This is an optimization exercise on Yosys and OpenROAD, whose aim is a short achievable clock period and few clock cycles, not a production implementation. Only simulation tests tie the RTL to the original design; equivalence was not proved. No activity file was given, so power comes from the tool's default toggle rates.

==> design.v <==
module lj372_core (
    input  wire        clk,
    input  wire        rst,
    output reg         mem_req,
    output reg         mem_we,
    output reg  [11:0] mem_addr,
    output reg  [15:0] mem_wdata,
    input  wire        mem_ready,
    input  wire [15:0] mem_rdata,
    input  wire        con_in_valid,
    input  wire [7:0]  con_in_data,
    output reg         con_in_ready,
    output reg         con_out_valid,
    output reg  [7:0]  con_out_data,
    input  wire        con_out_ready,
    output wire        halted,
    output wire        faulted,
    input  wire [3:0]  dbg_sel,
    output reg  [15:0] dbg_data
);
    localparam [3:0] OP_BR   = 4'h0, OP_ADD  = 4'h1, OP_LD   = 4'h2, OP_ST   = 4'h3,
                     OP_JSR  = 4'h4, OP_AND  = 4'h5, OP_LDR  = 4'h6, OP_STR  = 4'h7,
                     OP_INV  = 4'h8, OP_NOT  = 4'h9, OP_LDI  = 4'hA, OP_STI  = 4'hB,
                     OP_JMP  = 4'hC, OP_PP   = 4'hD, OP_LEA  = 4'hE, OP_TRAP = 4'hF;
    reg  [15:0] regs [0:7];
    reg  [2:0]  cc;             
    reg  [15:0] fpc;            
    reg         halt_r, fault_r;
    reg  [15:0] fault_addr;
    reg         iv;             
    reg  [15:0] ir;
    reg  [15:0] xpc;            
    reg  [15:0] ea;             
    reg         ea_stale;
    reg         ph;             
    reg         cov;            
    reg  [7:0]  cbyte;
    reg  [15:0] ic_word  [0:7];
    reg  [8:0]  ic_tag   [0:7];
    reg  [7:0]  ic_valid;
    reg  [15:0] dc_word  [0:7];
    reg  [8:0]  dc_tag   [0:7];
    reg  [7:0]  dc_valid;
    reg  [7:0]  dc_dirty;
    function [2:0] cc_of(input [15:0] v);
        cc_of = v[15] ? 3'b100 : (v == 16'h0000) ? 3'b010 : 3'b001;
    endfunction
    function [15:0] ks_add(input [15:0] a, input [15:0] b, input cin);
        reg [15:0] g, p, x;
        integer d, k;
        begin
            x = a ^ b;
            g = a & b;
            p = x;
            g[0] = g[0] | (p[0] & cin);
            for (d = 1; d < 16; d = d * 2)
                for (k = 15; k >= d; k = k - 1) begin
                    g[k] = g[k] | (p[k] & g[k-d]);
                    p[k] = p[k] & p[k-d];
                end
            ks_add = x ^ {g[14:0], cin};
        end
    endfunction
    wire stopped = halt_r | fault_r;
    assign halted  = halt_r;
    assign faulted = fault_r;
    reg  [15:0] dsel;
    integer     qd;
    always @(*)
        for (qd = 0; qd < 16; qd = qd + 1)
            dsel[qd] = (dbg_sel == qd);
    always @(*) begin
        dbg_data = ({16{dsel[0]}}  & regs[0]) | ({16{dsel[1]}}  & regs[1]) |
                   ({16{dsel[2]}}  & regs[2]) | ({16{dsel[3]}}  & regs[3]) |
                   ({16{dsel[4]}}  & regs[4]) | ({16{dsel[5]}}  & regs[5]) |
                   ({16{dsel[6]}}  & regs[6]) | ({16{dsel[7]}}  & regs[7]) |
                   ({16{dsel[8]}}  & fpc)     | ({16{dsel[9]}}  & {13'h0000, cc}) |
                   ({16{dsel[10]}} & fault_addr);
    end
    wire [3:0]  op    = ir[15:12];
    wire [2:0]  f_dr  = ir[11:9];
    wire [2:0]  f_sr1 = ir[8:6];
    wire [15:0] x_sr1 = regs[f_sr1];
    wire [15:0] x_sr2 = regs[ir[2:0]];
    wire [15:0] x_dr  = regs[f_dr];
    wire [15:0] r0    = regs[0];
    wire [15:0] r6    = regs[6];
    wire is_alu  = (op == OP_ADD) | (op == OP_AND) | (op == OP_NOT);
    wire is_lea  = (op == OP_LEA);
    wire is_br   = (op == OP_BR);
    wire is_jmp  = (op == OP_JMP);
    wire is_jsr  = (op == OP_JSR);
    wire is_ld   = (op == OP_LD) | (op == OP_LDR);
    wire is_ldi  = (op == OP_LDI);
    wire is_st   = (op == OP_ST) | (op == OP_STR);
    wire is_sti  = (op == OP_STI);
    wire is_push = (op == OP_PP) & ~ir[5];
    wire is_pop  = (op == OP_PP) &  ir[5];
    wire is_trap = (op == OP_TRAP);
    wire t_getc  = is_trap & (ir[7:0] == 8'h20);
    wire t_out   = is_trap & (ir[7:0] == 8'h21);
    wire t_puts  = is_trap & (ir[7:0] == 8'h22);
    wire t_halt  = is_trap & (ir[7:0] == 8'h25);
    reg  ben_r;
    reg  [2:0]  cc_t;
    reg  [15:0] ir_t;
    wire ben = ben_r;
    wire [15:0] opb = ir[5] ? {{11{ir[4]}}, ir[4:0]} : x_sr2;
    reg  [15:0] alu;
    always @(*) begin
        case (op)
            OP_ADD:  alu = ks_add(x_sr1, opb, 1'b0);
            OP_AND:  alu = x_sr1 & opb;
            default: alu = ~x_sr1;
        endcase
    end
    wire ea_in = (ea[15:12] == 4'h3);
    reg [7:0] wmask;
    always @(*) begin
        wmask = 8'h00;
        if (is_alu | is_lea | is_ld | is_ldi) wmask[f_dr] = 1'b1;
        if (is_jsr)  wmask[7] = 1'b1;
        if (is_pop) begin wmask[f_dr] = 1'b1; wmask[6] = 1'b1; end
        if (is_push) wmask[6] = 1'b1;
        if (t_getc)  wmask[0] = 1'b1;
    end
    reg  [7:0]  ea_oh, fpc_oh;
    function [7:0] oh8(input [2:0] i);
        oh8 = 8'd1 << i;
    endfunction
    function [15:0] sel16(input [7:0] oh, input [127:0] v);
        integer k;
        begin
            sel16 = 16'h0000;
            for (k = 0; k < 8; k = k + 1)
                sel16 = sel16 | ({16{oh[k]}} & v[k*16 +: 16]);
        end
    endfunction
    function [8:0] sel9(input [7:0] oh, input [71:0] v);
        integer k;
        begin
            sel9 = 9'h000;
            for (k = 0; k < 8; k = k + 1)
                sel9 = sel9 | ({9{oh[k]}} & v[k*9 +: 9]);
        end
    endfunction
    wire [127:0] dcw_v = {dc_word[7], dc_word[6], dc_word[5], dc_word[4],
                          dc_word[3], dc_word[2], dc_word[1], dc_word[0]};
    wire [71:0]  dct_v = {dc_tag[7], dc_tag[6], dc_tag[5], dc_tag[4],
                          dc_tag[3], dc_tag[2], dc_tag[1], dc_tag[0]};
    wire [127:0] icw_v = {ic_word[7], ic_word[6], ic_word[5], ic_word[4],
                          ic_word[3], ic_word[2], ic_word[1], ic_word[0]};
    wire [15:0] dc_wsel = sel16(ea_oh, dcw_v);
    wire [8:0]  dc_tsel = sel9(ea_oh, dct_v);
    wire [2:0]  dc_idx  = ea[2:0];
    wire [8:0]  dc_tg   = ea[11:3];
    reg  [7:0]  dc_eq, ic_eq_s, ic_eq_r;
    integer q;
    always @(*) begin
        for (q = 0; q < 8; q = q + 1) begin
            dc_eq[q]   = dc_valid[q] & (dc_tag[q] == ea[11:3]);
            ic_eq_s[q] = ic_valid[q] & (ic_tag[q] == fpc[11:3]);
            ic_eq_r[q] = ic_valid[q] & (ic_tag[q] == ea[11:3]);
        end
    end
    wire [7:0]  dc_vd   = dc_valid & dc_dirty;
    wire        dc_hit  = |(dc_eq & ea_oh);
    wire        vd_idx  = |(dc_vd & ea_oh);
    wire        dc_evict = vd_idx & ~dc_hit;
    wire        puts_step = ~cov | con_out_ready;
    wire        dc_rd  = iv & ~ea_stale & (is_ld | is_ldi | (is_sti & ~ph) | t_puts);
    wire        dc_wr  = iv & ~ea_stale & (is_st | (is_sti & ph));
    wire        dc_op  = (dc_rd | dc_wr) & ea_in;
    wire [15:0] dc_rdata = dc_hit ? dc_wsel : mem_rdata;
    wire        dc_rok = dc_hit | (~dc_evict & mem_ready);
    wire [15:0] ptr     = dc_wsel;
    wire [2:0]  idx2    = ptr[2:0];
    wire        hit2    = dc_valid[idx2] & (dc_tag[idx2] == ptr[11:3]);
    wire        evict2  = dc_valid[idx2] & dc_dirty[idx2] & ~hit2;
    wire [15:0] data2   = dc_word[idx2];
    wire        merge   = iv & ~ea_stale & ~ph & ea_in & dc_hit & (ptr[15:12] == 4'h3) &
                          ((is_ldi & hit2) | (is_sti & ~evict2));
    wire need_base = is_ld | is_st | is_jmp | (is_jsr & ~ir[11]) | (op == OP_PP) | t_puts;
    wire recompute = iv & ea_stale;    
    reg  x_done;        
    reg  x_fault;       
    wire x_dcrd = is_ld | is_ldi | (is_sti & ~ph);
    wire x_dcwr = is_st | (is_sti & ph);
    wire x_port = iv & ~ea_stale & ea_in &
                  ((op == OP_PP) | (x_dcrd & ~dc_hit) | (x_dcwr & vd_idx & ~dc_hit) |
                   (t_puts & ~dc_hit & (~vd_idx | ~cov)));
    reg  redirect;
    always @(*) begin
        x_done   = 1'b0;
        x_fault  = 1'b0;
        redirect = 1'b0;
        if (iv && !ea_stale) begin
            if (is_alu | is_lea | (op == OP_INV)) x_done = 1'b1;
            if (is_br)  begin x_done = 1'b1; redirect = ben; end
            if (is_jmp | is_jsr) begin x_done = 1'b1; redirect = 1'b1; end
            if (is_trap & ~t_getc & ~t_out & ~t_puts) x_done = 1'b1;
            if (t_getc) x_done = con_in_valid;
            if (t_out)  x_done = con_out_ready;
            if (op == OP_PP) begin
                if (!ea_in) x_fault = 1'b1;
                else x_done = mem_ready;
            end
            if (t_puts) begin
                if (!ea_in) x_fault = ~cov;
                else begin
                    x_done = ~dc_evict & puts_step & dc_rok & (dc_rdata == 16'h0000);
                end
            end
            if (is_ld | is_ldi | is_st | is_sti) begin
                if (!ea_in) x_fault = 1'b1;
                else begin
                    if (dc_rd) begin
                        if (dc_rok) begin
                            if (is_ld | (is_ldi & ph)) x_done = 1'b1;
                        end
                        if (merge) x_done = 1'b1;
                    end else begin
                        x_done = ~dc_evict | mem_ready;
                    end
                end
            end
        end
    end
    wire x_stop  = x_fault | (iv & ~ea_stale & t_halt);
    wire fetch_go = ~stopped & (~iv | x_done) & ~x_stop;
    wire [15:0] fa     = redirect ? ea : fpc;
    wire        fa_in  = redirect ? (ea[15:12] == 4'h3) : (fpc[15:12] == 4'h3);
    wire [2:0]  fa_idx = fa[2:0];
    wire        hit_s  = |(ic_eq_s & fpc_oh);
    wire        hit_r  = |(ic_eq_r & ea_oh);
    wire [15:0] icw_s  = sel16(fpc_oh, icw_v);
    wire [15:0] icw_r  = sel16(ea_oh, icw_v);
    wire        ic_hit = redirect ? hit_r : hit_s;
    wire [15:0] fw     = redirect ? (hit_r ? icw_r : mem_rdata) : (hit_s ? icw_s : mem_rdata);
    wire        f_ok   = fa_in & (ic_hit | (~x_port & mem_ready));
    wire [15:0] fpc1   = fpc + 16'd1;
    wire [15:0] ea1    = ea + 16'd1;
    wire [15:0] fa1    = redirect ? ea1 : fpc1;
    wire [15:0] em1 = ea - 16'd1;
    reg  [15:0] r6_f, r6m1_f, r0_f;
    reg         r6_st, r0_st;
    always @(*) begin
        r6_f   = r6;
        r6m1_f = r6 - 16'd1;
        r6_st  = 1'b0;
        if (iv) begin
            if (is_push) begin
                r6_f = ea; r6m1_f = em1;
            end else if (is_pop && f_dr != 3'd6) begin
                r6_f = ea1; r6m1_f = ea;
            end else if (wmask[6]) r6_st = 1'b1;
        end
        r0_f  = r0;
        r0_st = 1'b0;
        if (iv && wmask[0]) begin
            if (is_lea)      r0_f = ea;
            else if (is_alu) r0_f = alu;
            else             r0_st = 1'b1;
        end
    end
    wire        fwd_ok  = iv & (is_lea | is_alu);
    wire [15:0] fwd_val = is_lea ? ea : alu;
    wire [127:0] rf = {regs[7], regs[6], regs[5], regs[4], regs[3], regs[2], regs[1], regs[0]};
    function [16:0] pre(input [15:0] w, input [15:0] pc0, input [15:0] pc1, input [127:0] rfv,
                        input [7:0] wm, input [15:0] r6v, input [15:0] r6m1v, input r6s,
                        input [15:0] r0v, input r0s, input ivv,
                        input fok, input [2:0] freg, input [15:0] fval,
                        input [23:0] pcv, input [79:0] rfp, input [79:0] rfm);
        reg [15:0] base, e_ldr, e_p9, e_p11;
        reg [6:0]  lo6;
        reg [9:0]  lo9;
        reg [11:0] lo11;
        reg [9:0]  bp, bm;
        reg        c_ldr, c_p11, c_pc1, c_fwd, c_base, c_pop, c_push, c_trap, c_p9, fm;
        reg [3:0]  o;
        begin
            o    = w[15:12];
            base = rfv[w[8:6]*16 +: 16];
            bp   = rfp[w[8:6]*10 +: 10];
            bm   = rfm[w[8:6]*10 +: 10];
            lo6  = ks_add({10'd0, base[5:0]}, {10'd0, w[5:0]}, 1'b0);
            e_ldr = {w[5] ? (lo6[6] ? base[15:6] : bm) : (lo6[6] ? bp : base[15:6]), lo6[5:0]};
            lo9  = ks_add({7'd0, pc0[8:0]}, {7'd0, w[8:0]}, 1'b1);
            e_p9 = {w[8] ? (lo9[9] ? pc0[15:9] : pcv[13:7]) : (lo9[9] ? pcv[6:0] : pc0[15:9]), lo9[8:0]};
            lo11 = ks_add({5'd0, pc0[10:0]}, {5'd0, w[10:0]}, 1'b1);
            e_p11 = {w[10] ? (lo11[11] ? pc0[15:11] : pcv[23:19]) : (lo11[11] ? pcv[18:14] : pc0[15:11]), lo11[10:0]};
            fm     = fok & (freg == w[8:6]);
            c_ldr  = (o == OP_LDR) | (o == OP_STR);
            c_p11  = (o == OP_JSR) & w[11];
            c_pc1  = (o == OP_JSR) & ~w[11] & (w[8:6] == 3'd7);
            c_fwd  = ((o == OP_JMP) | ((o == OP_JSR) & ~w[11] & (w[8:6] != 3'd7))) & fm;
            c_base = ((o == OP_JMP) | ((o == OP_JSR) & ~w[11] & (w[8:6] != 3'd7))) & ~fm;
            c_pop  = (o == OP_PP) & w[5];
            c_push = (o == OP_PP) & ~w[5];
            c_trap = (o == OP_TRAP);
            c_p9   = ~(c_ldr | (o == OP_JSR) | (o == OP_JMP) | (o == OP_PP) | c_trap);
            pre[15:0] = ({16{c_ldr}}  & e_ldr) | ({16{c_p11}}  & e_p11) | ({16{c_p9}}  & e_p9) |
                        ({16{c_pc1}}  & pc1)   | ({16{c_fwd}}  & fval)  | ({16{c_base}} & base) |
                        ({16{c_pop}}  & r6v)   | ({16{c_push}} & r6m1v) | ({16{c_trap}} & r0v);
            pre[16] = ivv & ((c_ldr | c_base) & wm[w[8:6]] | (o == OP_PP) & r6s |
                             c_trap & r0s & (w[7:0] == 8'h22));
        end
    endfunction
    function [23:0] pcvar(input [15:0] a);
        pcvar = {a[15:11] - 5'd1, a[15:11] + 5'd1, a[15:9] - 7'd1, a[15:9] + 7'd1};
    endfunction
    wire [23:0] pcv_s = pcvar(fpc);
    wire [23:0] pcv_r = pcvar(ea);
    reg  [79:0] rfp, rfm;
    always @(*)
        for (q = 0; q < 8; q = q + 1) begin
            rfp[q*10 +: 10] = regs[q][15:6] + 10'd1;
            rfm[q*10 +: 10] = regs[q][15:6] - 10'd1;
        end
    wire [16:0] pre_s = pre(icw_s,     fpc, fpc1, rf, wmask, r6_f, r6m1_f, r6_st, r0_f, r0_st, iv, fwd_ok, f_dr, fwd_val, pcv_s, rfp, rfm);
    wire [16:0] pre_r = pre(icw_r,     ea,  ea1,  rf, wmask, r6_f, r6m1_f, r6_st, r0_f, r0_st, iv, fwd_ok, f_dr, fwd_val, pcv_r, rfp, rfm);
    wire [16:0] pre_ms = pre(mem_rdata, fpc, fpc1, rf, wmask, r6_f, r6m1_f, r6_st, r0_f, r0_st, iv, fwd_ok, f_dr, fwd_val, pcv_s, rfp, rfm);
    wire [16:0] pre_mr = pre(mem_rdata, ea,  ea1,  rf, wmask, r6_f, r6m1_f, r6_st, r0_f, r0_st, iv, fwd_ok, f_dr, fwd_val, pcv_r, rfp, rfm);
    wire        sel_s  = ~redirect & hit_s;
    wire        sel_r  =  redirect & hit_r;
    wire        sel_ms = ~redirect & ~hit_s;
    wire        sel_mr =  redirect & ~hit_r;
    wire [16:0] pre_f = ({17{sel_s}}  & pre_s)  | ({17{sel_r}}  & pre_r) |
                        ({17{sel_ms}} & pre_ms) | ({17{sel_mr}} & pre_mr);
    wire [15:0] f_ea    = pre_f[15:0];
    wire        f_stale = pre_f[16];
    wire [15:0] r6m1    = r6 - 16'd1;
    reg [15:0] r_ea;
    always @(*) begin
        case (op)
            OP_LDR, OP_STR: r_ea = x_sr1 + {{10{ir[5]}}, ir[5:0]};
            OP_PP:          r_ea = ir[5] ? r6 : r6m1;
            OP_TRAP:        r_ea = r0;
            default:        r_ea = x_sr1;
        endcase
    end
    wire        x_go    = iv & ~ea_stale & ea_in;
    wire        pp_x    = x_go & (op == OP_PP);
    wire        port_m  = x_go & (x_dcrd | (x_dcwr & vd_idx) | (t_puts & (~vd_idx | ~cov)));
    wire        we_hit  = pp_x & ~ir[5];
    wire        we_miss = we_hit | (port_m & vd_idx);
    wire [11:0] ad_hit  = pp_x ? ea[11:0] : fa[11:0];
    wire [11:0] ad_miss = pp_x ? ea[11:0] : ~port_m ? fa[11:0] :
                          vd_idx ? {dc_tsel, dc_idx} : ea[11:0];
    always @(*) begin
        mem_req   = ~stopped;
        mem_we    = dc_hit ? we_hit : we_miss;
        mem_addr  = dc_hit ? ad_hit : ad_miss;
        mem_wdata = (op == OP_PP) ? ((f_dr == 3'd6) ? ea : x_dr) : dc_wsel;
        con_in_ready  = ~stopped & iv & ~ea_stale & t_getc;
        con_out_valid = ~stopped & ((iv & ~ea_stale & t_out) | cov);
        con_out_data  = cov ? cbyte : r0[7:0];
    end
    integer i;
    always @(posedge clk) begin
        if (rst) begin
            fpc        <= 16'h3000;
            fpc_oh     <= 8'h01;
            cc         <= 3'b010;
            ben_r      <= 1'b0;
            halt_r     <= 1'b0;
            fault_r    <= 1'b0;
            fault_addr <= 16'h0000;
            iv         <= 1'b0;
            ir         <= 16'h0000;
            xpc        <= 16'h0000;
            ea_stale   <= 1'b0;
            ph         <= 1'b0;
            cov        <= 1'b0;
            cbyte      <= 8'h00;
            ic_valid   <= 8'h00;
            dc_valid   <= 8'h00;
            dc_dirty   <= 8'h00;
            for (i = 0; i < 8; i = i + 1)
                regs[i] <= 16'h0000;
        end else if (!stopped) begin
            cc_t = cc;
            ir_t = ir;
            if (recompute) begin
                ea       <= r_ea;
                ea_oh    <= oh8(r_ea[2:0]);
                ea_stale <= 1'b0;
            end else if (iv) begin
                if (x_fault) begin
                    fault_r    <= 1'b1;
                    fault_addr <= ea;
                    fpc        <= xpc;
                    fpc_oh     <= oh8(xpc[2:0]);
                    iv         <= 1'b0;
                    cov        <= 1'b0;
                end
                if (t_halt) begin
                    halt_r <= 1'b1;
                    iv     <= 1'b0;
                end
                if (is_alu) begin
                    regs[f_dr] <= alu;
                    cc_t          = cc_of(alu);
                end
                if (is_lea) begin
                    regs[f_dr] <= ea;
                    cc_t          = cc_of(ea);
                end
                if (is_jsr) regs[7] <= fpc;
                if (t_getc && con_in_valid) regs[0] <= {8'h00, con_in_data};
                if ((op == OP_PP) && ea_in && mem_ready) begin
                    if (!ir[5]) regs[6] <= ea;
                    else begin
                        regs[f_dr] <= mem_rdata;
                        regs[6]    <= (f_dr == 3'd6) ? mem_rdata + 16'd1 : ea1;
                    end
                end
                if (t_puts & ~ea_in & cov & con_out_ready) cov <= 1'b0;
                if (dc_op) begin
                    if (dc_rd) begin
                        if (dc_hit) begin
                        end else if (dc_evict) begin
                            if (mem_ready & ~(t_puts & cov)) dc_dirty[dc_idx] <= 1'b0;
                        end else if (mem_ready) begin
                            dc_word[dc_idx]  <= mem_rdata;
                            dc_tag[dc_idx]   <= dc_tg;
                            dc_valid[dc_idx] <= 1'b1;
                            dc_dirty[dc_idx] <= 1'b0;
                        end
                        if (dc_rok) begin
                            if (is_ld | (is_ldi & ph)) begin
                                regs[f_dr] <= dc_rdata;
                                cc_t          = cc_of(dc_rdata);
                                ph         <= 1'b0;
                            end
                            if ((is_ldi | is_sti) & ~ph & ~merge) begin
                                ea    <= dc_rdata;
                                ea_oh <= oh8(dc_rdata[2:0]);
                                ph <= 1'b1;
                            end
                            if (merge & is_ldi) begin
                                regs[f_dr] <= data2;
                                cc_t          = cc_of(data2);
                            end
                            if (merge & is_sti) begin
                                dc_word[idx2]  <= x_dr;
                                dc_tag[idx2]   <= ptr[11:3];
                                dc_valid[idx2] <= 1'b1;
                                dc_dirty[idx2] <= 1'b1;
                            end
                            if (t_puts & ~puts_step) begin
                            end else if (t_puts) begin
                                if (dc_rdata == 16'h0000) begin
                                    cov <= 1'b0;
                                end else begin
                                    cov   <= 1'b1;
                                    cbyte <= dc_rdata[7:0];
                                    ea    <= ea1;
                                    ea_oh <= oh8(ea1[2:0]);
                                end
                            end
                        end else if (t_puts & con_out_ready) begin
                            cov <= 1'b0;
                        end
                    end else begin
                        if (dc_hit) begin
                            dc_word[dc_idx]  <= x_dr;
                            dc_dirty[dc_idx] <= 1'b1;
                        end else if (!dc_evict || mem_ready) begin
                            dc_word[dc_idx]  <= x_dr;
                            dc_tag[dc_idx]   <= dc_tg;
                            dc_valid[dc_idx] <= 1'b1;
                            dc_dirty[dc_idx] <= 1'b1;
                        end
                        if (!dc_evict || mem_ready) ph <= 1'b0;
                    end
                end
            end
            if (fetch_go) begin
                if (!fa_in) begin
                    fault_r    <= 1'b1;
                    fault_addr <= fa;
                    fpc        <= fa;
                    fpc_oh     <= oh8(fa[2:0]);
                    iv         <= 1'b0;
                end else if (f_ok) begin
                    if (!ic_hit) begin
                        ic_word[fa_idx]  <= mem_rdata;
                        ic_tag[fa_idx]   <= fa[11:3];
                        ic_valid[fa_idx] <= 1'b1;
                    end
                    iv       <= 1'b1;
                    ir_t      = fw;
                    xpc      <= fa;
                    fpc      <= fa1;
                    fpc_oh   <= oh8(fa1[2:0]);
                    ea       <= f_ea;
                    ea_oh    <= oh8(f_ea[2:0]);
                    ea_stale <= f_stale;
                end else begin
                    iv  <= 1'b0;
                    fpc    <= fa;
                    fpc_oh <= oh8(fa[2:0]);
                end
            end
            cc    <= cc_t;
            ir    <= ir_t;
            ben_r <= |(cc_t & ir_t[11:9]);
        end
    end
endmodule
==> run.sh <==
#!/bin/bash
# synth_recipe.tcl (not shown) runs the flow's synth.tcl, then flattens the netlist and writes it again
# the make line also repeats each setting of config.mk as NAME=value (left out here)
make -C /OpenROAD-flow-scripts/flow DESIGN_CONFIG=/design/flow/config.mk WORK_HOME=/design/flow/orfs CLKGATE_MAP_FILE= SYNTH_SCRIPT=/design/flow/synth_recipe.tcl finish
==> config.mk <==
export PLATFORM = sky130hd
export DESIGN_NAME = lj372_core
export DESIGN_NICKNAME = lj372_core
export VERILOG_FILES = /design/flow/design.v
export SDC_FILE = /design/flow/constraint.sdc
export NUM_CORES = 4
export LEC_CHECK = 0
export ABC_CLOCK_PERIOD_IN_PS = 4000
export CAP_MARGIN = 20
export CORE_MARGIN = 2
export CORE_UTILIZATION = 40
export PLACE_DENSITY = 0.7
export SETUP_SLACK_MARGIN = 5
export SLEW_MARGIN = 20
==> constraint.sdc <==
create_clock -name core_clock -period 10.0 [get_ports {clk}]
set_input_delay 2.0000 -clock core_clock [delete_from_list [all_inputs] [get_ports {clk}]]
set_output_delay 2.0000 -clock core_clock [all_outputs]
set_load 0.01 [all_outputs]
==> results.txt <==
## path summary, 6_finish.rpt
kind | startpoint | endpoint | slack [ns] | depth (start not counted)
setup reg to reg | fpc_oh[1] | ea[6] | 4.42 | 21
setup / recovery | ea[10] | mem_addr[10] | 4.26 | 5
hold reg to reg | ir[8] | ir[8] | 0.46 | 2
hold / removal | ir[8] | ir[8] | 0.46 | 2
## state kept, by name, indices dropped and copies added (netlist names), 3 cells and up, named ones only
signal      flops
dc_word       128
ic_word       128
regs          128
dc_tag         72
ic_tag         72
ea             16
fault_addr     16
fpc            16
ir             16
xpc            16
cbyte           8
dc_dirty        8
dc_valid        8
ea_oh           8
fpc_oh          8
ic_valid        8
cc              3
## worst reg2reg max path, cell delays in order (launching register included)
cell and delay, ns:
dfxtp_1 0.34, buf_8 0.19, a22oi_2 0.21, and4_4 0.30, buf_12 0.20, clkinv_1 0.13
buf_6 0.19, mux2_4 0.41, ha_4 0.21, fa_2 0.34, a21o_1 0.20, a21oi_2 0.24
o21bai_4 0.12, a21o_4 0.23, nand2_4 0.10, nand2_4 0.07, xnor2_2 0.13, a222oi_1 0.72
o21ai_1 0.21, o31ai_2 0.32, a41oi_2 0.28, o21a_1 0.19
## stage by stage
stage,power (mW),cells,util [%]
finish,25.1,9576,50.9
global route,25.1,9551,50.8
CTS,22.6,9425,49.1
detailed placement,17.6,8888,42.8
floorplan,11.5,7078,-
global placement,17.6,8887,42.8
## cells in the mapped netlist (all sizes together), types with 17 or more instances
cell       n
nand4    156
a2111oi   28
dfxtp    123
xor2     121
clkbuf   445
a311oi    59
nand2    899
mux2i    312
and2      35
o221ai    43
o22ai     92
clkinv    17
a31oi     85
edfxtp   552
a32oi     19
a21o      51
inv      129
nand3    283
and4      32
nand2b    31
o31ai     32
a21oi    344
buf      226
mux4     152
or4       27
a211oi   140
or3       33
xnor2    413
nor3     147
nor2b     22
ha       141
a22o      36
a221oi    82
o211ai    78
o21a      27
o21ai    269
a221o     20
nor2     604
and3      93
mux2      45
a22oi    314
nor4      49
## layout make-up
| type | count | area [um^2] |
|---|---|---|
| antenna | 28 | 70.1 |
| clock buffer | 97 | 2050 |
| clock inverter | 48 | 602 |
| fill | 13900 | 74500 |
| inverter | 146 | 628 |
| multi-input combinational | 5599 | 42600 |
| sequential | 675 | 19100 |
| tap | 2030 | 2540 |
| timing repair buffer | 951 | 9560 |
| timing repair inverter | 2 | 17.5 |
## power by group
part / switching [mW] / internal [mW] / leakage, nW
Sequential: 0.402 / 3.41 / 6.18
Clock: 1.37 / 1.70 / 1.27
Combinational: 12.2 / 6.04 / 20.6
Total: 14.0 / 11.2 / 28.0
## per-layer routing
| layer | part of all wire [%] | vias to the layer above | wire length, um | GRT usage [%] |
|---|---|---|---|---|
| li1 | - | 27700 | - | - |
| met1 | 34 | 35000 | 144000 | 62.3 |
| met2 | 38 | 7964 | 161000 | 70.1 |
| met3 | 18 | 2311 | 76600 | 27.1 |
| met4 | 10 | 52 | 44600 | 39.3 |
| met5 | 0.16 | - | 689 | 0.677 |
## cell families (layout without fill, tap and decap cells)
kind of cell / count (synthesis) / count (layout) / synth area share, %
buffers and inverters: 817 / 1244 / 5.37
flip-flops: 675 / 675 / 31.2
multiplexers: 509 / 509 / 11.6
AO/OA/AOI/OAI: 1924 / 1926 / 22.3
AND/OR/NAND/NOR: 2469 / 2480 / 18.8
adder cells (fa/ha/maj): 150 / 150 / 3.19
XOR/XNOR: 534 / 534 / 7.66
other: 0 / 28 / 0
## what timing repair did
action / 4_1_cts / 5_1_grt
setup buffers: 354 / 115
hold buffers: 0 / 0
cloned: 38 / 7
pin swaps: 184 / 172
setup endpoints to repair: 1049 / 749
gates resized for setup: 896 / 343
==> flow_summary.ini <==
[clock_network]
root_buffer = clkbuf_16
path_clk_slew_ns = 0.08
cts_inserted_buffers = 79
clock_sinks = 675
cts_buffer_depth = 3
cts_htree_levels = 3
cts_tree = done
clk_latency_ns = 0.78

[critical_path]
cp_num_buf_inv = 4
slowest_delay_ns = 1.06
cp-start-kind = flip-flop
crit_path_frequent_cell = buf_4
slowest_stage = clkinv_1
cp_top_family = buffers and inverters
cp-end-kind = output port
path_cells = buf_4, buf_4, clkinv_1, a22oi_2, buf_2
cp_max_fo = 21
crit_type = reg -> out
cp.arrival_ns = 3.74
required_ns = 8.00

[yosys]
synthArstFlopShare_pct = 0
syn_inst = 7078
synth_area_leaders = edfxtp_1 (27%), xnor2_1 (5.9%), mux4_2 (5.6%)
yosysTopAreaCell = edfxtp_1
synth_seq_cells = 675
syn_nets = 7261
synth_flop_cell = edfxtp_1
synth_top_area_share_pct = 27.2
avgSynthCellArea_um2 = 8.62
synthDistinctLibCells = 110
yosysWarnings = 1
netlist_area_mm2 = 0.0610
yosysSeqAreaShare_pct = 31.2
synth-edff-count = 552

[routing]
viasPerCell = 7.62
drc = 0
drt_first_iter_violations = 14600
first_pass_iters = 10
drtAntennaViolNets = 0
num_vias = 73000
wl_mm = 427
wl_per_cell_um = 44.6

[die]
initial_core_util_pct = 40.2
io-pin-count = 91
rows = 143
dieArea_mm2 = 0.156
die_w_um = 395
core_mm2 = 0.152
die_h_um = 395

[sta]
final-max-slew-violation-count = 0
fin_crit_ns = 5.74
post-route-period-util_pct = 57.4
finalHoldViolCount = 0
fin_skew_ns = 0.0861
finalSetupViolCount = 0
worst_pin_slew_ns = 1.40
max_freq_mhz = 174
rsz0062_at_grt = true
whs_ns = 0.462
finalSetupTns_ns = 0
maxSlewHeadroom_pct = 5.92
fin_ws_ns = 4.26

[pwr]
ir_worst_vdd_mv = 0.187
p_leak_nw = 28.0
p_per_area_mw_per_mm2 = 325

[grt]
gr-total-overflow = 0
grt_pass1_vias = 65800
grt.total_usage_pct = 52.1
grt_max_degree = 61
antenna_found_initial = 58
grt_pass1_wl_mm = 564

[placement]
place_congestion = 1.12
dp_hpwl_mm = 290
placed_cell_area_mm2 = 0.0649
dp_slack_ns = 2.51
io_buffers = 90

[finish]
area_growth_pct = 26.5
drive_above_1_share_pct = 24.8
fin_area_mm2 = 0.0772
final_cell_mix = nand2_1 (859), buf_4 (614), edfxtp_1 (552), nor2_1 (549), xnor2_1 (393)
nets = 7637
final_common_cell = nand2_1

[min_path]
worstHoldPathType = reg -> reg

[status]
status = finished clean

[flow_run]
maxCapViolations = 0
Testbench counts, summed over its fixed seeds: cycles 43,237.

==> static timing again, ports no longer ideal <==
No port has a modelled driver above. Below, the same layout with a new extraction and two added sets of constraints.
Step 1 (the two cells are an assumption about what drives the block):
set clk [get_ports {clk}]
set_driving_cell -lib_cell sky130_fd_sc_hd__clkbuf_16 $clk
set_driving_cell -lib_cell sky130_fd_sc_hd__buf_2 [delete_from_list [all_inputs] $clk]
Step 2 also shifts input and output timing later by t, the mid clock arrival at the registers, as if the neighbouring blocks saw the same clock.
Slacks: no drivers / after step 1 / after step 2; pairs: no drivers / after step 1.
shift t [ns]: 0.818
setup slack, ns: 4.255 / 4.174 / 3.508
hold WS [ns]: 0.462 / 0.462 / 0.462
worst setup path after step 2: input to register
After both steps this run still meets setup and hold. For this run, drivers alone change the setup slack by -0.081 ns; drivers and shift together by -0.747 ns.
